Context: an optimization exercise on an open-source flow, tuned for small area, a short achievable clock period and few clock cycles. The choices shown serve that exercise and are no tape-out recipe.
Function was checked by simulation only, so behaviour that the tests miss may differ from the original.
No activity file was given, so power comes from the tool's default toggle rates.

==> design.v <==
module pic32bl_hexdec (
    input  wire [351:0] line,       
    input  wire [5:0]   line_len,
    input  wire         line_ovf,
    output reg  [3:0]   fault,      
    output wire [7:0]   rec_len,
    output wire [15:0]  rec_addr,
    output wire [7:0]   rec_type,
    output wire [175:0] rec_bytes   
);
    localparam F_DIGIT = 4'd1, F_CSUM = 4'd2, F_LEN = 4'd3, F_OVF = 4'd4;
    function [4:0] hex_digit;  
        input [7:0] c;
        begin
            if (c >= 8'h30 && c <= 8'h39)      hex_digit = {1'b1, c[3:0]};
            else if (c >= 8'h41 && c <= 8'h46) hex_digit = {1'b1, c[3:0] + 4'd9};
            else if (c >= 8'h61 && c <= 8'h66) hex_digit = {1'b1, c[3:0] + 4'd9};
            else                               hex_digit = 5'b0;
        end
    endfunction
    reg [4:0]  dig [0:43];
    reg        all_digits;
    reg [7:0]  sum;
    reg [175:0] bytes;
    integer i;
    always @* begin
        all_digits = 1'b1;
        for (i = 0; i < 44; i = i + 1) begin
            dig[i] = hex_digit(line[8*i +: 8]);
            if (i < line_len && !dig[i][4])
                all_digits = 1'b0;
        end
        sum = 8'd0;
        for (i = 0; i < 22; i = i + 1) begin
            bytes[8*i +: 8] = {dig[2*i][3:0], dig[2*i+1][3:0]};
            if (2*i < line_len)
                sum = sum + bytes[8*i +: 8];
        end
    end
    assign rec_bytes = bytes;
    assign rec_len   = bytes[7:0];
    assign rec_addr  = {bytes[15:8], bytes[23:16]};
    assign rec_type  = bytes[31:24];
    always @* begin
        if (line_ovf)
            fault = F_OVF;
        else if (line_len < 6'd10 || line_len[0])
            fault = F_LEN;
        else if (!all_digits)
            fault = F_DIGIT;
        else if (rec_len > 8'd16 || {2'b0, line_len} != ({rec_len[6:0], 1'b0} + 8'd10))
            fault = F_LEN;
        else if (sum != 8'd0)
            fault = F_CSUM;
        else
            fault = 4'd0;
    end
endmodule
module pic32bl_frontend (
    input  wire        clk,
    input  wire        rst,             
    input  wire        in_valid,
    input  wire [7:0]  in_byte,
    output wire        in_ready,
    output reg         ev_valid,
    output reg  [3:0]  ev_kind,
    output reg  [31:0] ev_arg,
    output reg  [31:0] ev_data,
    output wire        idle,
    output wire [3:0]  st_state,
    output wire [15:0] st_crc,
    output wire [2:0]  st_cmd_len,
    output wire [39:0] st_cmd_buf,
    output wire        st_cmd_ovf,
    output wire [5:0]  st_line_len,
    output wire        st_line_ovf,
    output wire [31:0] st_hex_base,
    output wire [3:0]  st_resp_len,
    output wire [3:0]  st_resp_cursor,
    output wire [3:0]  st_hex_status,
    output wire [3:0]  st_fault_flags
);
    localparam [3:0] WFC = 4'd0, RC = 4'd1, RCE = 4'd2, WFH = 4'd3, WFHE = 4'd4,
                     RH = 4'd5, RHE = 4'd6, ERASING = 4'd7, SENDING = 4'd8;
    localparam [7:0] OP_CRC_RESET = 8'hA0, OP_CRC_UPDATE = 8'hA1,
                     OP_RX_BYTE = 8'hB0, OP_RX_REARM = 8'hB1, OP_HOLD_ERASE = 8'hB2,
                     OP_TX_ENCODE = 8'hC0, OP_TX_POP = 8'hC1;
    localparam [3:0] EV_CMD_READY = 4'd1, EV_HEX_ENTER = 4'd2, EV_REC_OK = 4'd3,
                     EV_REC_DISCARD = 4'd4, EV_PROG_WORD = 4'd5, EV_BASE_SET = 4'd6,
                     EV_TX_BYTE = 4'd7, EV_RESP_DONE = 4'd8, EV_FAULT = 4'd9;
    localparam [7:0] F_LINE_OVF = 8'd4, F_CMD_OVF = 8'd7, F_RESP_OVF = 8'd8,
                     F_REFUSED = 8'd9, F_UNKNOWN_TYPE = 8'd5, F_ELA_SHORT = 8'd6;
    localparam [2:0] P_OP = 3'd0, P_ARG = 3'd1, P_CNT = 3'd2, P_PAY = 3'd3,
                     P_CLOSE = 3'd4, P_WORDS = 3'd5, P_LAST = 3'd6;
    function [15:0] crc_update;
        input [15:0] acc;
        input [7:0]  b;
        reg   [15:0] a;
        integer k;
        begin
            a = acc ^ {b, 8'h00};
            for (k = 0; k < 8; k = k + 1)
                a = a[15] ? ({a[14:0], 1'b0} ^ 16'h1021) : {a[14:0], 1'b0};
            crc_update = a;
        end
    endfunction
    reg [3:0]   state;
    reg [15:0]  crc;
    reg [7:0]   cmd_buf [0:4];
    reg [2:0]   cmd_len;
    reg         cmd_ovf;
    reg [351:0] line_buf;
    reg [5:0]   line_len;
    reg         line_ovf;
    reg [31:0]  hex_base;
    reg [7:0]   resp_buf [0:9];
    reg [3:0]   resp_len;
    reg [3:0]   resp_cursor;
    reg [3:0]   hex_status;
    reg [3:0]   fault_flags;
    reg [2:0]   pstate;
    reg [7:0]   opcode;
    reg [7:0]   pay_left;       
    reg         enc_legal;      
    reg         enc_ovf;        
    reg [3:0]   enc_len;        
    reg [15:0]  enc_crc;
    reg [2:0]   chunk;          
    reg [3:0]   last_kind;      
    reg [31:0]  last_arg;
    assign in_ready = (pstate == P_OP) || (pstate == P_ARG) ||
                      (pstate == P_CNT) || (pstate == P_PAY);
    assign idle     = (pstate == P_OP);
    wire accept = in_valid && in_ready;
    wire [3:0]   dec_fault;
    wire [7:0]   rec_len;
    wire [15:0]  rec_addr;
    wire [7:0]   rec_type;
    wire [175:0] rec_bytes;
    pic32bl_hexdec u_dec (
        .line(line_buf), .line_len(line_len), .line_ovf(line_ovf),
        .fault(dec_fault), .rec_len(rec_len), .rec_addr(rec_addr),
        .rec_type(rec_type), .rec_bytes(rec_bytes)
    );
    wire [31:0] rec_abs   = hex_base + {16'h0, rec_addr};
    wire [4:0]  chunk_off = {chunk, 2'b00};
    reg  [31:0] chunk_word;
    reg  [7:0]  chunk_idx;
    integer j;
    always @* begin
        for (j = 0; j < 4; j = j + 1) begin
            chunk_idx = {3'b000, chunk_off} + j[7:0];
            chunk_word[8*j +: 8] = (chunk_idx < rec_len) ?
                                   rec_bytes[8*(4 + chunk_idx) +: 8] : 8'hFF;
        end
    end
    wire [4:0] rec_len_up = rec_len[4:0] + 5'd3;
    wire [2:0] n_chunks   = rec_len_up[4:2];
    wire special = (in_byte == 8'h01) || (in_byte == 8'h04) || (in_byte == 8'h10);
    wire [3:0] stuff_n  = special ? 4'd2 : 4'd1;
    wire       pay_fits = !enc_ovf && (enc_len + stuff_n <= 4'd7);
    assign st_state       = state;
    assign st_crc         = crc;
    assign st_cmd_len     = cmd_len;
    assign st_cmd_buf     = {cmd_buf[4], cmd_buf[3], cmd_buf[2], cmd_buf[1], cmd_buf[0]};
    assign st_cmd_ovf     = cmd_ovf;
    assign st_line_len    = line_len;
    assign st_line_ovf    = line_ovf;
    assign st_hex_base    = hex_base;
    assign st_resp_len    = resp_len;
    assign st_resp_cursor = resp_cursor;
    assign st_hex_status  = hex_status;
    assign st_fault_flags = fault_flags;
    task emit;
        input [3:0]  kind;
        input [31:0] arg;
        input [31:0] data;
        begin
            ev_valid <= 1'b1;
            ev_kind  <= kind;
            ev_arg   <= arg;
            ev_data  <= data;
        end
    endtask
    task rearm;
        begin
            state   <= WFC;
            crc     <= 16'h0000;
            cmd_len <= 3'd0;
            cmd_ovf <= 1'b0;
        end
    endtask
    task refuse;
        begin
            fault_flags[3] <= 1'b1;
            emit(EV_FAULT, {24'h0, F_REFUSED}, 32'h0);
        end
    endtask
    task cmd_append;
        input [7:0] b;
        begin
            if (cmd_len == 3'd5) begin
                cmd_ovf        <= 1'b1;
                fault_flags[0] <= 1'b1;
                emit(EV_FAULT, {24'h0, F_CMD_OVF}, 32'h0);
            end else begin
                cmd_buf[cmd_len] <= b;
                cmd_len          <= cmd_len + 3'd1;
            end
        end
    endtask
    task line_append;
        input [7:0] b;
        begin
            if (line_len == 6'd44) begin
                line_ovf       <= 1'b1;
                fault_flags[1] <= 1'b1;
                emit(EV_FAULT, {24'h0, F_LINE_OVF}, 32'h0);
            end else begin
                line_buf[8*line_len +: 8] <= b;
                line_len                  <= line_len + 6'd1;
            end
        end
    endtask
    task rx_byte;
        input [7:0] b;
        begin
            case (state)
                WFC: if (b == 8'h01) begin
                    crc        <= crc_update(16'h0000, 8'h01);
                    cmd_buf[0] <= 8'h01;
                    cmd_len    <= 3'd1;
                    state      <= RC;
                end
                RC: begin
                    crc <= crc_update(crc, b);
                    if (b == 8'h03 && cmd_len == 3'd1) begin
                        hex_base <= 32'h0;
                        line_len <= 6'd0;
                        line_ovf <= 1'b0;
                        state    <= WFH;
                        emit(EV_HEX_ENTER, 32'h0, 32'h0);
                    end else if (b == 8'h04) begin
                        if (cmd_len == 3'd5) begin
                            fault_flags[0] <= 1'b1;
                            emit(EV_FAULT, {24'h0, F_CMD_OVF}, 32'h0);
                            rearm;
                        end else begin
                            cmd_buf[cmd_len] <= 8'h04;
                            cmd_len          <= cmd_len + 3'd1;
                            emit(EV_CMD_READY,
                                 {24'h0, (cmd_len == 3'd1) ? 8'h04 : cmd_buf[1]},
                                 {29'h0, cmd_len + 3'd1});
                        end
                    end else if (b == 8'h10) begin
                        state <= RCE;
                    end else begin
                        cmd_append(b);
                    end
                end
                RCE: begin
                    crc   <= crc_update(crc, b);
                    state <= RC;
                    cmd_append(b);
                end
                WFH: if (b == 8'h3A) begin
                    line_len <= 6'd0;
                    line_ovf <= 1'b0;
                    state    <= RH;
                end else if (b == 8'h10) begin
                    state <= WFHE;
                end
                WFHE: state <= WFH;
                RH: if (b == 8'h0A) begin
                    pstate <= P_CLOSE;
                end else if (b == 8'h10) begin
                    state <= RHE;
                end else begin
                    line_append(b);
                end
                RHE: begin
                    state <= RH;
                    line_append(b);
                end
                default: refuse;
            endcase
        end
    endtask
    always @(posedge clk) begin
        ev_valid <= 1'b0;
        if (rst) begin
            state       <= WFC;
            crc         <= 16'h0000;
            cmd_len     <= 3'd0;
            cmd_ovf     <= 1'b0;
            line_len    <= 6'd0;
            line_ovf    <= 1'b0;
            hex_base    <= 32'h0;
            resp_len    <= 4'd0;
            resp_cursor <= 4'd0;
            hex_status  <= 4'd0;
            fault_flags <= 4'd0;
            pstate      <= P_OP;
        end else begin
            case (pstate)
                P_OP: if (accept) begin
                    opcode <= in_byte;
                    case (in_byte)
                        OP_CRC_RESET:  crc <= 16'h0000;
                        OP_CRC_UPDATE, OP_RX_BYTE: pstate <= P_ARG;
                        OP_RX_REARM:   if (state == RC || state == RCE) rearm; else refuse;
                        OP_HOLD_ERASE: if (state == RC) state <= ERASING; else refuse;
                        OP_TX_ENCODE:  pstate <= P_CNT;
                        OP_TX_POP: if (state == SENDING) begin
                            emit(EV_TX_BYTE, {24'h0, resp_buf[resp_cursor]}, 32'h0);
                            resp_cursor <= resp_cursor + 4'd1;
                            if (resp_cursor + 4'd1 == resp_len) begin
                                rearm;
                                last_kind <= EV_RESP_DONE;
                                last_arg  <= 32'h0;
                                pstate    <= P_LAST;
                            end
                        end else begin
                            refuse;
                        end
                        default: refuse;
                    endcase
                end
                P_ARG: if (accept) begin
                    pstate <= P_OP;
                    if (opcode == OP_CRC_UPDATE)
                        crc <= crc_update(crc, in_byte);
                    else
                        rx_byte(in_byte);
                end
                P_CNT: if (accept) begin
                    enc_legal   <= (state == RC) || (state == ERASING);
                    enc_ovf     <= 1'b0;
                    enc_len     <= 4'd1;
                    enc_crc     <= 16'h0000;
                    pay_left    <= in_byte;
                    if (state == RC || state == ERASING)
                        resp_buf[0] <= 8'h01;
                    if (in_byte == 8'h00) begin
                        pstate <= P_OP;
                        if (state == RC || state == ERASING) begin
                            resp_buf[1] <= 8'h00;
                            resp_buf[2] <= 8'h00;
                            resp_buf[3] <= 8'h04;
                            resp_len    <= 4'd4;
                            resp_cursor <= 4'd0;
                            crc         <= 16'h0000;
                            state       <= SENDING;
                        end else begin
                            refuse;
                        end
                    end else begin
                        pstate <= P_PAY;
                    end
                end
                P_PAY: if (accept) begin
                    enc_crc  <= crc_update(enc_crc, in_byte);
                    pay_left <= pay_left - 8'd1;
                    if (enc_legal && pay_fits) begin
                        if (special) begin
                            resp_buf[enc_len]        <= 8'h10;
                            resp_buf[enc_len + 4'd1] <= in_byte;
                        end else begin
                            resp_buf[enc_len] <= in_byte;
                        end
                        enc_len <= enc_len + stuff_n;
                    end else begin
                        enc_ovf <= 1'b1;
                    end
                    if (pay_left == 8'd1) begin
                        if (!enc_legal) begin
                            refuse;
                            pstate <= P_OP;
                        end else if (!pay_fits) begin
                            fault_flags[2] <= 1'b1;
                            emit(EV_FAULT, {24'h0, F_RESP_OVF}, 32'h0);
                            pstate <= P_OP;
                        end else begin
                            last_kind <= 4'd0;   
                            pstate    <= P_LAST;
                        end
                    end
                end
                P_LAST: begin
                    if (last_kind == 4'd0) begin
                        resp_buf[enc_len]        <= enc_crc[15:8];
                        resp_buf[enc_len + 4'd1] <= enc_crc[7:0];
                        resp_buf[enc_len + 4'd2] <= 8'h04;
                        resp_len                 <= enc_len + 4'd3;
                        resp_cursor              <= 4'd0;
                        crc                      <= enc_crc;
                        state                    <= SENDING;
                    end else begin
                        emit(last_kind, last_arg, 32'h0);
                    end
                    pstate <= P_OP;
                end
                P_CLOSE: begin
                    if (dec_fault != 4'd0) begin
                        hex_status <= dec_fault;
                        state      <= WFH;
                        emit(EV_REC_DISCARD, {28'h0, dec_fault}, 32'h0);
                        pstate     <= P_OP;
                    end else begin
                        case (rec_type)
                            8'h00: begin
                                chunk  <= 3'd0;
                                pstate <= P_WORDS;
                            end
                            8'h04: if (rec_len < 8'd2) begin
                                hex_status <= F_ELA_SHORT[3:0];
                                state      <= WFH;
                                emit(EV_REC_DISCARD, {24'h0, F_ELA_SHORT}, 32'h0);
                                pstate     <= P_OP;
                            end else begin
                                hex_base   <= {rec_bytes[39:32], rec_bytes[47:40], 16'h0000};
                                hex_status <= 4'd0;
                                state      <= WFH;
                                emit(EV_BASE_SET, {rec_bytes[39:32], rec_bytes[47:40], 16'h0000}, 32'h0);
                                last_kind  <= EV_REC_OK;
                                last_arg   <= 32'h04;
                                pstate     <= P_LAST;
                            end
                            8'h01: begin
                                hex_status <= 4'd0;
                                emit(EV_REC_OK, 32'h01, 32'h0);
                                rearm;
                                pstate     <= P_OP;
                            end
                            default: begin
                                hex_status <= F_UNKNOWN_TYPE[3:0];
                                state      <= WFH;
                                emit(EV_REC_DISCARD, {24'h0, F_UNKNOWN_TYPE}, 32'h0);
                                pstate     <= P_OP;
                            end
                        endcase
                    end
                end
                P_WORDS: begin
                    if (chunk == n_chunks) begin
                        hex_status <= 4'd0;
                        state      <= WFH;
                        emit(EV_REC_OK, 32'h00, 32'h0);
                        pstate     <= P_OP;
                    end else begin
                        emit(EV_PROG_WORD, rec_abs + {27'h0, chunk_off}, chunk_word);
                        chunk <= chunk + 3'd1;
                    end
                end
                default: pstate <= P_OP;
            endcase
        end
    end
endmodule
==> run.sh <==
#!/bin/bash
# synth_recipe.tcl (not shown) runs the flow's synth.tcl, then flattens the netlist and writes it again
# the make line also repeats each setting of config.mk as NAME=value (left out here)
make -C /OpenROAD-flow-scripts/flow DESIGN_CONFIG=/design/flow/config.mk WORK_HOME=/design/flow/orfs CLKGATE_MAP_FILE= SYNTH_SCRIPT=/design/flow/synth_recipe.tcl finish
==> config.mk <==
export PLATFORM = sky130hd
export DESIGN_NAME = pic32bl_frontend
export DESIGN_NICKNAME = pic32bl_frontend
export VERILOG_FILES = /design/flow/design.v
export SDC_FILE = /design/flow/constraint.sdc
export NUM_CORES = 4
export LEC_CHECK = 0
export CAP_MARGIN = 20
export CORE_MARGIN = 2
export CORE_UTILIZATION = 40
export SLEW_MARGIN = 20
==> constraint.sdc <==
create_clock -name core_clock -period 24.0 [get_ports {clk}]
set_input_delay 4.8000 -clock core_clock [delete_from_list [all_inputs] [get_ports {clk}]]
set_output_delay 4.8000 -clock core_clock [all_outputs]
set_load 0.01 [all_outputs]
==> run notes <==
Status: no timing/DRC/antenna violations
CP delay by family, top: adder cells
Final Cell Area: 57800 sq um
Seq/Total Area, Yosys: 37.0%
Cell at the slowest stage of the critical path: or4_4
DRT Pass-1 Iters: 9
Largest net degree at the start of global routing: 78
H-tree levels: 3
# fillers: 11869
Mean post-synth cell area: 9.26 sq um
P_leak: 22.0 nW
CTS Sinks: 670
Layout cell share with drive strength beyond 1: 15.7%
First-pass GRT wire length: 271000 um
Area growth, synth to finish: 16.0%
Die height: 357 um
DP Area: 54200 sq um
Unique masters post-synth: 109
Number of synthesized flops with an enable pin: 504
Worst EP required: 24.61 ns
Drc violations: 0
Pins Over Slew Limit: 0
IO Port Bufs: 183
Min-delay worst type: reg2reg
Worst Path Arrival: 23.63 ns
Util after Layout: 46.8%
GRT Overall Usage: 28.2%
Reg clk slew, reported paths: 0.06 ns
Maximum Capacitance Violations: 0
Core Box Area: 124000 sq um
Asr flop ratio synth: 0%
CTS tree: yes
Routing usage on met1: 38.8%
Worst skew pair latency: 0.71 ns
CP Depth: 113
Synth Warn #: 3
Worst-margin pin slew: 1.26 ns
Worst Path Max Fanout: 12
Area contributors post-synth: edfxtp_1 30%, ha_1 7.4%, mux2_2 7.1%, dfxtp_1 6.7%, nand2_1 5.1%
Antenna-violating nets left: 0
Initial core utilization: 40.3%
Gr busiest metal: met2
DR WL/cell: 25.4 um
Number of setup violations in the final report: 0
Met3 GRT Util: 4.77%
Total congestion overflow: 0
Post-Syn Area: 49800 sq um
Worst VDD drop: 0.0510 mV
Clk buf depth: 3
Inserted Clock Buffers: 81
Vias in the first global route: 40944
Met2 global-route usage: 43.6%
Slew HR: 15.0%
CP Class: reg2reg
Setup ws final: 0.982 ns
CP Buf/Inv Count: 11
Post-DP HPWL: 140000 um
Flop and latch count out of synthesis: 670
# IOs: 201
Antenna violations before repair: 12
Starting DRT DRC Count: 4939
Worst Reg-to-Reg Cells: 113
Ys flop type: edfxtp_1
Root Buffer: clkbuf_16
Fin nets: 5951
Crit path time final: 23.02 ns
Final Hold Fails: 0
Fmax: 43.4 MHz
Period Utilization, post-route: 95.9%
Setup crit end kind: flip-flop
Drt total wl: 186000 um
P per Cell Area: 44.7 nW/um^2
Share of the synthesized area in the top cell type: 30.4%
CP max stage delay: 0.50 ns
Skew final: 0.0582 ns
Cell taking the most area after synthesis: edfxtp_1
Critical Path Start Type: flip-flop
GP Congestion: 1.03
Pre-CTS WS: -0.283 ns
Die width: 357 um
Die ar.: 127000 sq um
Vias: 44499
Gate Count Post-Synth: 5381
Cell Rows: 129
Routed vias/inst: 6.07
Hold Crit Depth: 2
Crit path top cell by count: ha_1
## tightest hold or removal path: cells and delay by family (launching register included)
family | cells | cell delay [ns]
AO/OA/AOI/OAI | 1 | 0.05
AND/OR/NAND/NOR | 1 | 0.05
flip-flops | 1 | 0.31
## flip-flops by register name, summed over array words and instances (netlist names), 4 cells and up, named ones only
name / cells
resp_cursor: 4
cmd_buf: 40
line_buf: 352
ev_arg: 32
enc_crc: 16
crc: 16
opcode: 8
fault_flags: 4
hex_base: 16
ev_data: 32
ev_kind: 4
line_len: 6
resp_buf: 96
pay_left: 8
resp_len: 4
state: 4
enc_len: 4
## per-stage QoR
step	TNS, ns	instances	hold WS (ns)	power (mW)
after detailed placement	-4.54	7142	0.442	1.35
after CTS	0	7292	0.451	2.60
final	0	7332	0.452	2.58
after global routing	-5.13	7327	0.470	2.65
after floorplan	0	5397	0.429	1.31
after global placement	0	7141	0.438	1.35
## layout by cell type (no fill, tap or decap), types with 37 or more instances in the layout
cell / n
o211ai_1: 49
ha_1: 281
edfxtp_1: 504
mux2_2: 314
nor3_1: 63
xor2_1: 78
dfxtp_1: 166
and2_1: 52
o21ai_0: 397
nand2b_1: 42
a211oi_1: 44
xnor2_1: 159
clkdlybuf4s50_1: 174
mux4_2: 53
nor2_1: 513
a31oi_1: 42
mux2i_1: 37
inv_1: 243
buf_4: 212
clkbuf_16: 82
nor2b_1: 58
o21bai_1: 70
a22o_1: 39
a21oi_1: 278
nand2_1: 674
nand3_1: 128
and3_1: 66
a22oi_1: 50
a21o_1: 74
## what timing repair did
item / CTS / global route
gates resized for setup: 10 / 111
gates cloned: 0 / 2
setup endpoints to repair: 80 / 143
pin swaps: 0 / 47
hold buffers: 0 / 0
buffers inserted: 0 / 33
## worst paths after layout
kind,startpoint,endpoint,slack [ns]
setup / recovery,line_buf[8],cmd_len[2],0.98
hold / removal,resp_buf[7][3],resp_buf[7][3],0.45
setup reg to reg,line_buf[8],cmd_len[2],0.98
hold reg to reg,resp_buf[7][3],resp_buf[7][3],0.45
## kinds of logic after synthesis
logic type	Yosys count	share of synthesized area [%]
AO/OA/AOI/OAI	1377	18.0
XOR/XNOR	269	5.17
adder cells (fa/ha/maj)	335	8.65
buffers and inverters	506	3.97
flip-flops	670	37.0
multiplexers	405	10.3
other	1	0.00752
AND/OR/NAND/NOR	1818	16.9
## layer usage
layer | share of wire, % | wire [um]
met1 | 42 | 78800
met5 | 0.036 | 67
met4 | 4.8 | 8990
met3 | 9.0 | 16800
met2 | 44 | 81400
## layout make-up
class | count | area (sq um) | share of cell area, %
Tap cell | 1637 | 2050 | 3.54
Antenna cell | 5 | 12.5 | 0.0216
Multi-Input combinational cell | 4222 | 30200 | 52.2
Inverter | 250 | 938 | 1.62
Clock buffer | 93 | 2100 | 3.64
Timing Repair Buffer | 398 | 3470 | 6.01
Sequential cell | 670 | 18500 | 31.9
Clock inverter | 57 | 588 | 1.02
## synthesized netlist by cell type (all sizes together) (43+ instances only)
master,count
a2111oi,46
a211oi,47
a21o,74
a21oi,295
a22oi,51
a31oi,46
and2,54
and3,67
buf,47
clkbuf,209
dfxtp,166
edfxtp,504
ha,295
inv,245
mux2,314
mux4,53
nand2,676
nand2b,43
nand3,130
nor2,517
nor2b,60
nor3,74
o211ai,50
o21ai,416
o21bai,72
xnor2,172
xor2,83
## power by group
| group | switching [mW] | internal (mW) | leakage [nW] |
|---|---|---|---|
| combinational | 0.0608 | 0.0251 | 15.5 |
| sequential | 0.00585 | 1.24 | 5.23 |
| clock | 0.537 | 0.714 | 1.32 |
| total | 0.604 | 1.98 | 22.0 |
Testbench counts, summed over its fixed seeds: cycles 32,597.

what the ideal ports hide:
The results above use ideal ports. As a check the final layout listed here was re-extracted and re-timed, cells and wires unchanged.
Step 1, drivers: a clkbuf_16 drives clk and a buf_2 each remaining input, both assumed.
Step 2 adds t to the input delays and takes it off the output delays; t is the mean of the earliest and latest rising clock arrival at the registers after step 1. Input paths then give back, and output paths get back, about the clock's delay inside the block.
Slacks: ideal ports / drivers / drivers and shift; pairs: ideal ports / drivers.
shift t [ns]: 0.758
setup slack, ns: 0.982 / 0.982 / 0.982
hold WS [ns]: 0.452 / 0.452 / 0.452
After both steps this run still meets setup and hold. For this run, drivers alone change the setup slack by 0.000 ns; drivers and shift together by 0.000 ns.
